From an optimization exercise on the open Yosys and OpenROAD flow, aimed at small area and a short achievable clock period; shortcuts taken in it are not production practice.
In this exercise RTL edits were held to simulation tests only and were not proved equivalent to the original.

==> inputs of trial 16 <==
## tgb_chan_trial
module tgb_chan_trial (
    input  wire               clk,
    input  wire               rst,         
    input  wire               scheme,      
    input  wire [3:0]         sps,         
    input  wire [7:0]         phase_inc,   
    input  wire [7:0]         sigma,       
    input  wire               start,       
    input  wire               s_valid,
    input  wire [1:0]         sym_i,       
    input  wire [1:0]         sym_q,       
    input  wire signed [9:0]  noise,       
    output reg                r_valid,
    output wire signed [25:0] r_stat_i,
    output wire signed [25:0] r_stat_q,
    output wire               r_dec_i,     
    output wire               r_dec_q,
    output wire [15:0]        r_errs
);
clock: 30.0 ns
lec_check: 0
abc_area: 1
cap_margin: 20
core_margin: 2
core_utilization: 40
slew_margin: 20
synth_hierarchical: 1
standard.sh (not shown) runs the stock make flow with config.mk's settings and CLKGATE_MAP_FILE= SYNTH_SCRIPT=/design/flow/synth_recipe.tcl, a recipe that flattens the netlist after the stock synthesis.
==> flow/flow/run.sh <==
#!/bin/bash
set -euo pipefail
cd "$(dirname "$0")/.."
bash standard.sh "BUFFER_PORTS_ARGS=-buffer_cell sky130_fd_sc_hd__buf_1" finish > standard_flow.log 2>&1
==> trial 75: changes against trial 16 <==
--- a/flow/config.mk
+++ b/flow/config.mk
@@ -8,6 +8,6 @@
 export ABC_AREA = 1
 export CAP_MARGIN = 20
 export CORE_MARGIN = 2
-export CORE_UTILIZATION = 40
+export CORE_UTILIZATION = 60
 export SLEW_MARGIN = 20
 export SYNTH_HIERARCHICAL = 1
==> build 65: changes against trial 16 <==
==> flow/flow/run.sh (replaced) <==
#!/bin/bash
set -euo pipefail
cd "$(dirname "$0")/.."
bash standard.sh "BUFFER_PORTS_ARGS=-buffer_cell sky130_fd_sc_hd__buf_2" finish > standard_flow.log 2>&1
--- a/flow/config.mk
+++ b/flow/config.mk
@@ -8,6 +8,6 @@
 export ABC_AREA = 1
 export CAP_MARGIN = 20
 export CORE_MARGIN = 2
-export CORE_UTILIZATION = 40
+export CORE_UTILIZATION = 60
 export SLEW_MARGIN = 20
 export SYNTH_HIERARCHICAL = 1
==> summary of the runs <==
- Synthesized area is the same in trial 16 and build 65.
- Clock-buffer cell count, lowest first: trial 75, trial 16, build 65.
- Flip-flop and latch count is the same in trial 16 and trial 75.
- Clock skew: build 65 > trial 75 > trial 16.
- Utilization: build 65 > trial 75 > trial 16.
- Synthesized cell count is the same in trial 75 and build 65.
- Worst hold slack, highest first: trial 75, trial 16, build 65.
- In critical path depth, build 65 and trial 75 do not differ.
- Trial 75 finished clean. Build 65 produced a clean layout. Trial 16 produced a clean layout.
- The highest maximum frequency belongs to trial 75, the lowest to build 65.

==> v26: inputs <==
tgb_chan_trial, a different RTL version from the one above (not shown whole).
Settings: LEC_CHECK=0, ABC_AREA=1, CAP_MARGIN=20, CORE_MARGIN=2, CORE_UTILIZATION=40, SLEW_MARGIN=20, SYNTH_HIERARCHICAL=1; clock period 30.0 ns.
==> flow/flow/run.sh <==
#!/bin/bash
set -euo pipefail
cd "$(dirname "$0")/.."
bash standard.sh "BUFFER_PORTS_ARGS=-buffer_cell sky130_fd_sc_hd__buf_2" finish > standard_flow.log 2>&1
==> v16 (differences from v26) <==
CTS_BUF_LIST = sky130_fd_sc_hd__clkbuf_8   (was default)
==> comparison <==
- v26 ran to the end with no violations. v16 finished with timing, DRC and antenna clean.
- Of v16 and v26, v26 has the higher core utilization (gap 0.28 points).
- Between v26 and v16, the lower clock skew is in v26 (gap 0.028 ns).
- Against v26, the count of clock-buffer cells in the layout of v16 is higher by 17.
- In v16 the routed wire length is larger than in v26, by about 0.24%.

==> inputs of job 3710 <==
tgb_chan_trial, a different RTL version from the one above (not shown whole).
Settings: LEC_CHECK=0, ABC_AREA=1, CAP_MARGIN=20, CORE_MARGIN=2, CORE_UTILIZATION=40, SLEW_MARGIN=20; clock period 30.0 ns.
Scripts as last shown in full above: flow/flow/run.sh
==> inputs of job 6758, as changes to job 3710 <==
==> flow/run.sh (new file) <==
#!/bin/bash
# synth_recipe.tcl (not shown) runs the flow's synth.tcl, then flattens the netlist and writes it again
# the make line also repeats each setting of config.mk as NAME=value (left out here)
make -C /OpenROAD-flow-scripts/flow DESIGN_CONFIG=/design/flow/config.mk WORK_HOME=/design/flow/orfs CLKGATE_MAP_FILE= SYNTH_SCRIPT=/design/flow/synth_recipe.tcl finish
--- a/flow/config.mk
+++ b/flow/config.mk
@@ -5,7 +5,6 @@
 export SDC_FILE = /design/flow/constraint.sdc
 export NUM_CORES = 4
 export LEC_CHECK = 0
-export ABC_AREA = 1
 export CAP_MARGIN = 20
 export CORE_MARGIN = 2
 export CORE_UTILIZATION = 40
removed: flow/flow/run.sh
removed: flow/standard.sh
==> summary of the runs <==
In job 3710 the sequential share of layout area is higher than in job 6758, by 2.3 points. Against job 6758, the worst setup slack of job 3710 is better by 0.43 ns. Global-route usage: job 6758 is lower than job 3710 (0.70 points). Of job 3710 and job 6758, job 3710 has the higher maximum frequency (gap about 6%, measured against job 6758).

==> pepper <==
RTL: one of the versions met above, not the one the previous note started from.
==> flow/config.mk <==
export PLATFORM = sky130hd
export DESIGN_NAME = tgb_chan_trial
export DESIGN_NICKNAME = tgb_chan_trial
export VERILOG_FILES = /design/flow/design.v
export SDC_FILE = /design/flow/constraint.sdc
export NUM_CORES = 4
export LEC_CHECK = 0
export ABC_AREA = 1
export CAP_MARGIN = 20
export CORE_MARGIN = 2
export CORE_UTILIZATION = 40
export CTS_BUF_LIST = sky130_fd_sc_hd__clkbuf_4
export SLEW_MARGIN = 20
export SYNTH_HIERARCHICAL = 1
==> flow/constraint.sdc <==
create_clock -name core_clock -period 30.0 [get_ports {clk}]
set_input_delay 6.0000 -clock core_clock [delete_from_list [all_inputs] [get_ports {clk}]]
set_output_delay 6.0000 -clock core_clock [all_outputs]
set_load 0.01 [all_outputs]
==> flow/flow/run.sh <==
#!/bin/bash
set -euo pipefail
cd "$(dirname "$0")/.."
bash standard.sh "BUFFER_PORTS_ARGS=-buffer_cell sky130_fd_sc_hd__buf_2" finish > standard_flow.log 2>&1
==> willow (differences from pepper) <==
--- a/flow/design.v
+++ b/flow/design.v
@@ -111,17 +111,35 @@
     reg  [7:0] phase;
     reg  [3:0] cnt;
     reg        ffirst;                     
     wire [7:0] ph    = st0 ? 8'd0 : phase;
     wire [3:0] ccnt  = st0 ? 4'd0 : cnt;
     wire       cff   = st0 | ffirst;
     wire       last  = (ccnt == sps0 - 4'd1);
+    wire [7:0] ph_next;
+    wire pa_s1, pa_c2;
+    tgb_ha pa_s1_ha (.a(ph[0]), .b(pinc0[0]), .s(pa_s1), .co(pa_c2));
+    wire pa_s3, pa_c4;
+    tgb_fa pa_s3_fa (.a(ph[1]), .b(pinc0[1]), .c(pa_c2), .s(pa_s3), .co(pa_c4));
+    wire pa_s5, pa_c6;
+    tgb_fa pa_s5_fa (.a(ph[2]), .b(pinc0[2]), .c(pa_c4), .s(pa_s5), .co(pa_c6));
+    wire pa_s7, pa_c8;
+    tgb_fa pa_s7_fa (.a(ph[3]), .b(pinc0[3]), .c(pa_c6), .s(pa_s7), .co(pa_c8));
+    wire pa_s9, pa_c10;
+    tgb_fa pa_s9_fa (.a(ph[4]), .b(pinc0[4]), .c(pa_c8), .s(pa_s9), .co(pa_c10));
+    wire pa_s11, pa_c12;
+    tgb_fa pa_s11_fa (.a(ph[5]), .b(pinc0[5]), .c(pa_c10), .s(pa_s11), .co(pa_c12));
+    wire pa_s13, pa_c14;
+    tgb_fa pa_s13_fa (.a(ph[6]), .b(pinc0[6]), .c(pa_c12), .s(pa_s13), .co(pa_c14));
+    wire pa_s15, pa_c16;
+    tgb_fa pa_s15_fa (.a(ph[7]), .b(pinc0[7]), .c(pa_c14), .s(pa_s15), .co(pa_c16));
+    assign ph_next = {pa_s15, pa_s13, pa_s11, pa_s9, pa_s7, pa_s5, pa_s3, pa_s1};
     always @(posedge clk) begin
         if (v0) begin
-            phase  <= ph + pinc0;
+            phase  <= ph_next;
             cnt    <= last ? 4'd0 : ccnt + 4'd1;
             ffirst <= cff & ~last;
         end else begin
             phase  <= ph;
             cnt    <= ccnt;
             ffirst <= cff;
         end
@@ -729,15 +747,40 @@
     wire qc_o251 = qc_s204 ^ qc_g238;
     wire qc_o252 = qc_s206 ^ qc_g242;
     wire qc_o253 = qc_s208 ^ qc_g235;
     wire qc_o254 = qc_s210 ^ qc_g243;
     wire qc_o255 = qc_s212 ^ qc_g239;
     wire qc_o256 = qc_s214 ^ qc_g244;
     assign rxq = {qc_o256, qc_o255, qc_o254, qc_o253, qc_o252, qc_o251, qc_o250, qc_o249, qc_o248, qc_o247, qc_o246, qc_o245};
-    wire [11:0] rxb = u1 + nz1;
+    wire [11:0] rxb;
+    wire rb_s1, rb_c2;
+    tgb_ha rb_s1_ha (.a(u1[0]), .b(nz1[0]), .s(rb_s1), .co(rb_c2));
+    wire rb_s3, rb_c4;
+    tgb_fa rb_s3_fa (.a(u1[1]), .b(nz1[1]), .c(rb_c2), .s(rb_s3), .co(rb_c4));
+    wire rb_s5, rb_c6;
+    tgb_fa rb_s5_fa (.a(u1[2]), .b(nz1[2]), .c(rb_c4), .s(rb_s5), .co(rb_c6));
+    wire rb_s7, rb_c8;
+    tgb_fa rb_s7_fa (.a(u1[3]), .b(nz1[3]), .c(rb_c6), .s(rb_s7), .co(rb_c8));
+    wire rb_s9, rb_c10;
+    tgb_fa rb_s9_fa (.a(u1[4]), .b(nz1[4]), .c(rb_c8), .s(rb_s9), .co(rb_c10));
+    wire rb_s11, rb_c12;
+    tgb_fa rb_s11_fa (.a(u1[5]), .b(nz1[5]), .c(rb_c10), .s(rb_s11), .co(rb_c12));
+    wire rb_s13, rb_c14;
+    tgb_fa rb_s13_fa (.a(u1[6]), .b(nz1[6]), .c(rb_c12), .s(rb_s13), .co(rb_c14));
+    wire rb_s15, rb_c16;
+    tgb_fa rb_s15_fa (.a(u1[7]), .b(nz1[7]), .c(rb_c14), .s(rb_s15), .co(rb_c16));
+    wire rb_s17, rb_c18;
+    tgb_fa rb_s17_fa (.a(u1[8]), .b(nz1[8]), .c(rb_c16), .s(rb_s17), .co(rb_c18));
+    wire rb_s19, rb_c20;
+    tgb_fa rb_s19_fa (.a(u1[9]), .b(nz1[9]), .c(rb_c18), .s(rb_s19), .co(rb_c20));
+    wire rb_s21, rb_c22;
+    tgb_fa rb_s21_fa (.a(u1[10]), .b(nz1[10]), .c(rb_c20), .s(rb_s21), .co(rb_c22));
+    wire rb_s23, rb_c24;
+    tgb_fa rb_s23_fa (.a(u1[11]), .b(nz1[11]), .c(rb_c22), .s(rb_s23), .co(rb_c24));
+    assign rxb = {rb_s23, rb_s21, rb_s19, rb_s17, rb_s15, rb_s13, rb_s11, rb_s9, rb_s7, rb_s5, rb_s3, rb_s1};
     wire [11:0] rx  = sch1 ? rxq : rxb;
     reg        v2, l2, f2, ff2, sch2, ei2, eq2, cn2, sn2;
     reg [11:0] rx2;
     reg [8:0]  cm2, sm2;
     always @(posedge clk) begin
         v2   <= v1 & ~rst;
         l2   <= l1;
@@ -1580,15 +1623,45 @@
     wire mq_o410 = mq_s318 ^ mq_g375;
     wire mq_o411 = mq_s320 ^ mq_g386;
     wire mq_o412 = mq_s322 ^ mq_g368;
     assign sum_q = {mq_o412, mq_o411, mq_o410, mq_o409, mq_o408, mq_o407, mq_o406, mq_o405, mq_o404, mq_o403, mq_o402, mq_o401, mq_o400, mq_o399, mq_o398, mq_o397, mq_o396, mq_o395, mq_o394, mq_o393, mq_o392, mq_o391, mq_o390, mq_o389, mq_o388};
     wire err_i = sum_i[24] == ei2;
     wire err_q = sch2 & (sum_q[24] == eq2);
     wire [15:0] eb  = ff2 ? 16'd0 : errs;
-    wire [14:0] eu1 = eb[15:1] + 15'd1;
+    wire [14:0] eu1;
+    wire ei_o1 = ~eb[1];
+    wire ei_s2, ei_c3;
+    tgb_ha ei_s2_ha (.a(eb[2]), .b(eb[1]), .s(ei_s2), .co(ei_c3));
+    wire ei_s4, ei_c5;
+    tgb_ha ei_s4_ha (.a(eb[3]), .b(ei_c3), .s(ei_s4), .co(ei_c5));
+    wire ei_s6, ei_c7;
+    tgb_ha ei_s6_ha (.a(eb[4]), .b(ei_c5), .s(ei_s6), .co(ei_c7));
+    wire ei_s8, ei_c9;
+    tgb_ha ei_s8_ha (.a(eb[5]), .b(ei_c7), .s(ei_s8), .co(ei_c9));
+    wire ei_s10, ei_c11;
+    tgb_ha ei_s10_ha (.a(eb[6]), .b(ei_c9), .s(ei_s10), .co(ei_c11));
+    wire ei_s12, ei_c13;
+    tgb_ha ei_s12_ha (.a(eb[7]), .b(ei_c11), .s(ei_s12), .co(ei_c13));
+    wire ei_s14, ei_c15;
+    tgb_ha ei_s14_ha (.a(eb[8]), .b(ei_c13), .s(ei_s14), .co(ei_c15));
+    wire ei_s16, ei_c17;
+    tgb_ha ei_s16_ha (.a(eb[9]), .b(ei_c15), .s(ei_s16), .co(ei_c17));
+    wire ei_s18, ei_c19;
+    tgb_ha ei_s18_ha (.a(eb[10]), .b(ei_c17), .s(ei_s18), .co(ei_c19));
+    wire ei_s20, ei_c21;
+    tgb_ha ei_s20_ha (.a(eb[11]), .b(ei_c19), .s(ei_s20), .co(ei_c21));
+    wire ei_s22, ei_c23;
+    tgb_ha ei_s22_ha (.a(eb[12]), .b(ei_c21), .s(ei_s22), .co(ei_c23));
+    wire ei_s24, ei_c25;
+    tgb_ha ei_s24_ha (.a(eb[13]), .b(ei_c23), .s(ei_s24), .co(ei_c25));
+    wire ei_s26, ei_c27;
+    tgb_ha ei_s26_ha (.a(eb[14]), .b(ei_c25), .s(ei_s26), .co(ei_c27));
+    wire ei_s28, ei_c29;
+    tgb_ha ei_s28_ha (.a(eb[15]), .b(ei_c27), .s(ei_s28), .co(ei_c29));
+    assign eu1 = {ei_s28, ei_s26, ei_s24, ei_s22, ei_s20, ei_s18, ei_s16, ei_s14, ei_s12, ei_s10, ei_s8, ei_s6, ei_s4, ei_s2, ei_o1};
     wire        ec1 = (err_i & err_q) | ((err_i ^ err_q) & eb[0]);
     wire [15:0] errs_new = {ec1 ? eu1 : eb[15:1], eb[0] ^ err_i ^ err_q};
     always @(posedge clk) begin
         if (rst) r_valid <= 1'b0;
         else     r_valid <= v2 & l2;
         acc_i <= sum_i;
         acc_q <= sum_q;
Settings changed: CTS_BUF_LIST sky130_fd_sc_hd__clkbuf_4 to default.
==> metrics.md <==
| Metric | Value |
|---|---|
| Status | `no timing/DRC/antenna violations` |
| Post-synthesis simple-gate area fraction | `14.6%` |
| Mapped Cells | `2315` |
| Inserted Diodes | `6` |
| Signal buffers | `121` |
Source of the figures above: pepper

==> metrics.md <==
| Metric | Value |
|---|---|
| Status | `no timing/DRC/antenna violations` |
| Post-synthesis simple-gate area fraction | `14.0%` |
| Synth Area in XOR/XNOR | `11.1%` |
| Inserted Diodes | `0` |
| Mapped Cells | `around 2200` |
| Site Rows | `80` |
| Vias/cell | `approximately 5` |
| Total CTS buffers | `26` |
Source of the figures above: willow


==> run C: inputs <==
tgb_chan_trial with an RTL version that a note above also has.
Settings: LEC_CHECK=0, ABC_AREA=1, CAP_MARGIN=20, CORE_MARGIN=2, CORE_UTILIZATION=40, SLEW_MARGIN=20; clock period 30.0 ns.
run.sh (not shown) runs the stock make flow with config.mk's settings and CLKGATE_MAP_FILE= SYNTH_SCRIPT=/design/flow/synth_recipe.tcl, a recipe that flattens the netlist after the stock synthesis.
Stock flow here: none of the scripts above is used.
==> run K: changes against run C <==
==> flow/flow/run.sh (new file) <==
#!/bin/bash
set -euo pipefail
cd "$(dirname "$0")/.."
bash standard.sh "BUFFER_PORTS_ARGS=-buffer_cell sky130_fd_sc_hd__buf_2" "SETUP_SLACK_MARGIN=23.2" finish > standard_flow.log 2>&1
==> flow/standard.sh (new file) <==
#!/bin/bash
# synth_recipe.tcl (not shown) runs the flow's synth.tcl, then flattens the netlist and writes it again
# the make line also repeats each setting of config.mk as NAME=value (left out here)
make -C /OpenROAD-flow-scripts/flow DESIGN_CONFIG=/design/flow/config.mk WORK_HOME=/design/flow/orfs CLKGATE_MAP_FILE= SYNTH_SCRIPT=/design/flow/synth_recipe.tcl "${@:-finish}"
removed: flow/run.sh
==> run notes <==
quantity                                                                           run K           run C
Run status                                              no timing/DRC/antenna violations  no timing/DRC/antenna violations
Sequential portion of the cell area                                                18.8%           18.5%
Met2 routed wirelength                                                           25.2 mm         24.9 mm
Fraction of area in clock buffers and inverters                                    3.53%           4.07%
Largest driver fanout on the critical path                                             2               5
Share of layout cells above drive strength 1                                       12.6%           5.17%
Vias per std cell                                                                   5.04            5.04
Relative slew slack                                                                29.0%           31.1%
Slowest Stage Delay on Critical Path                                             0.42 ns         0.58 ns
Number of violations reported at the end of detailed-routing iteration 0             931             892
Core occupancy in the finished layout                                              45.5%           45.4%
Slack of the critical path                                                      22.86 ns        22.43 ns
Total of cells resized after clock tree synthesis                                    107               0
Routed wirelength normalized by instance count                                   15.6 µm         15.7 µm
Share of cell area taken by multi-input logic gates                                60.4%           60.6%
Post-Layout Inst Area                                                         0.0233 mm²      0.0232 mm²
Hold endpoint                                                             cm2[7]$_DFF_P_  cm2[5]$_DFF_P_
Relative area change from synthesis to final layout                                12.5%           12.3%
Worst Setup Slack post-DPL                                                      23.39 ns        22.99 ns
Register-to-register setup slack                                                23.83 ns        23.81 ns
Fraction of met1 tracks used by global routing                                     26.0%           25.6%

## what the ideal ports hide
Ports are ideal in the flow. The routed layouts listed here were re-timed in OpenROAD. Step 1 sets driving cells, clkbuf_16 on the clock port and buf_2 on the other inputs (assumed; they add their load-dependent delay and slew). Step 2, shift: input delay + t, output delay - t, t = (earliest + latest rising clock arrival at the registers) / 2. This alone moves slack from input paths to output paths. Three values: ideal ports, drivers, drivers and shift; two values: the first two.
run | t, ns | setup slack, ns | worst hold slack (ns) | slew at the worst register clock pin (ns) | pins driven straight from the clock port
trial 16 | 0.602 | 22.895 / 22.840 / 23.308 | 0.325 / 0.325 / 0.325 | 0.06 / 0.06 | 1
trial 75 | 0.603 | 22.899 / 22.843 / 23.303 | 0.325 / 0.325 / 0.325 | 0.06 / 0.06 | 1
build 65 | 0.602 | 22.878 / 22.826 / 23.276 | 0.320 / 0.320 / 0.320 | 0.07 / 0.07 | 1
v26 | 0.607 | 22.848 / 22.790 / 22.941 | 0.324 / 0.324 / 0.324 | 0.06 / 0.06 | 1
v16 | 0.638 | 22.776 / 22.725 / 23.010 | 0.284 / 0.284 / 0.284 | 0.07 / 0.07 | 1
job 3710 | 0.611 | 22.805 / 22.749 / 23.359 | 0.299 / 0.299 / 0.299 | 0.07 / 0.07 | 1
job 6758 | 0.631 | 22.378 / 22.318 / 22.676 | 0.325 / 0.325 / 0.325 | 0.06 / 0.06 | 1
pepper | 0.846 | 22.559 / 22.507 / 22.979 | 0.319 / 0.319 / 0.319 | 0.07 / 0.07 | 1
willow | 0.605 | 22.863 / 22.808 / 23.289 | 0.322 / 0.322 / 0.322 | 0.07 / 0.07 | 1
run C | 0.620 | 22.428 / 22.371 / 22.991 | 0.325 / 0.325 / 0.325 | 0.07 / 0.07 | 1
run K | 0.611 | 22.857 / 22.799 / 23.410 | 0.306 / 0.306 / 0.306 | 0.07 / 0.07 | 1
After both steps setup and hold are still met in every run listed.
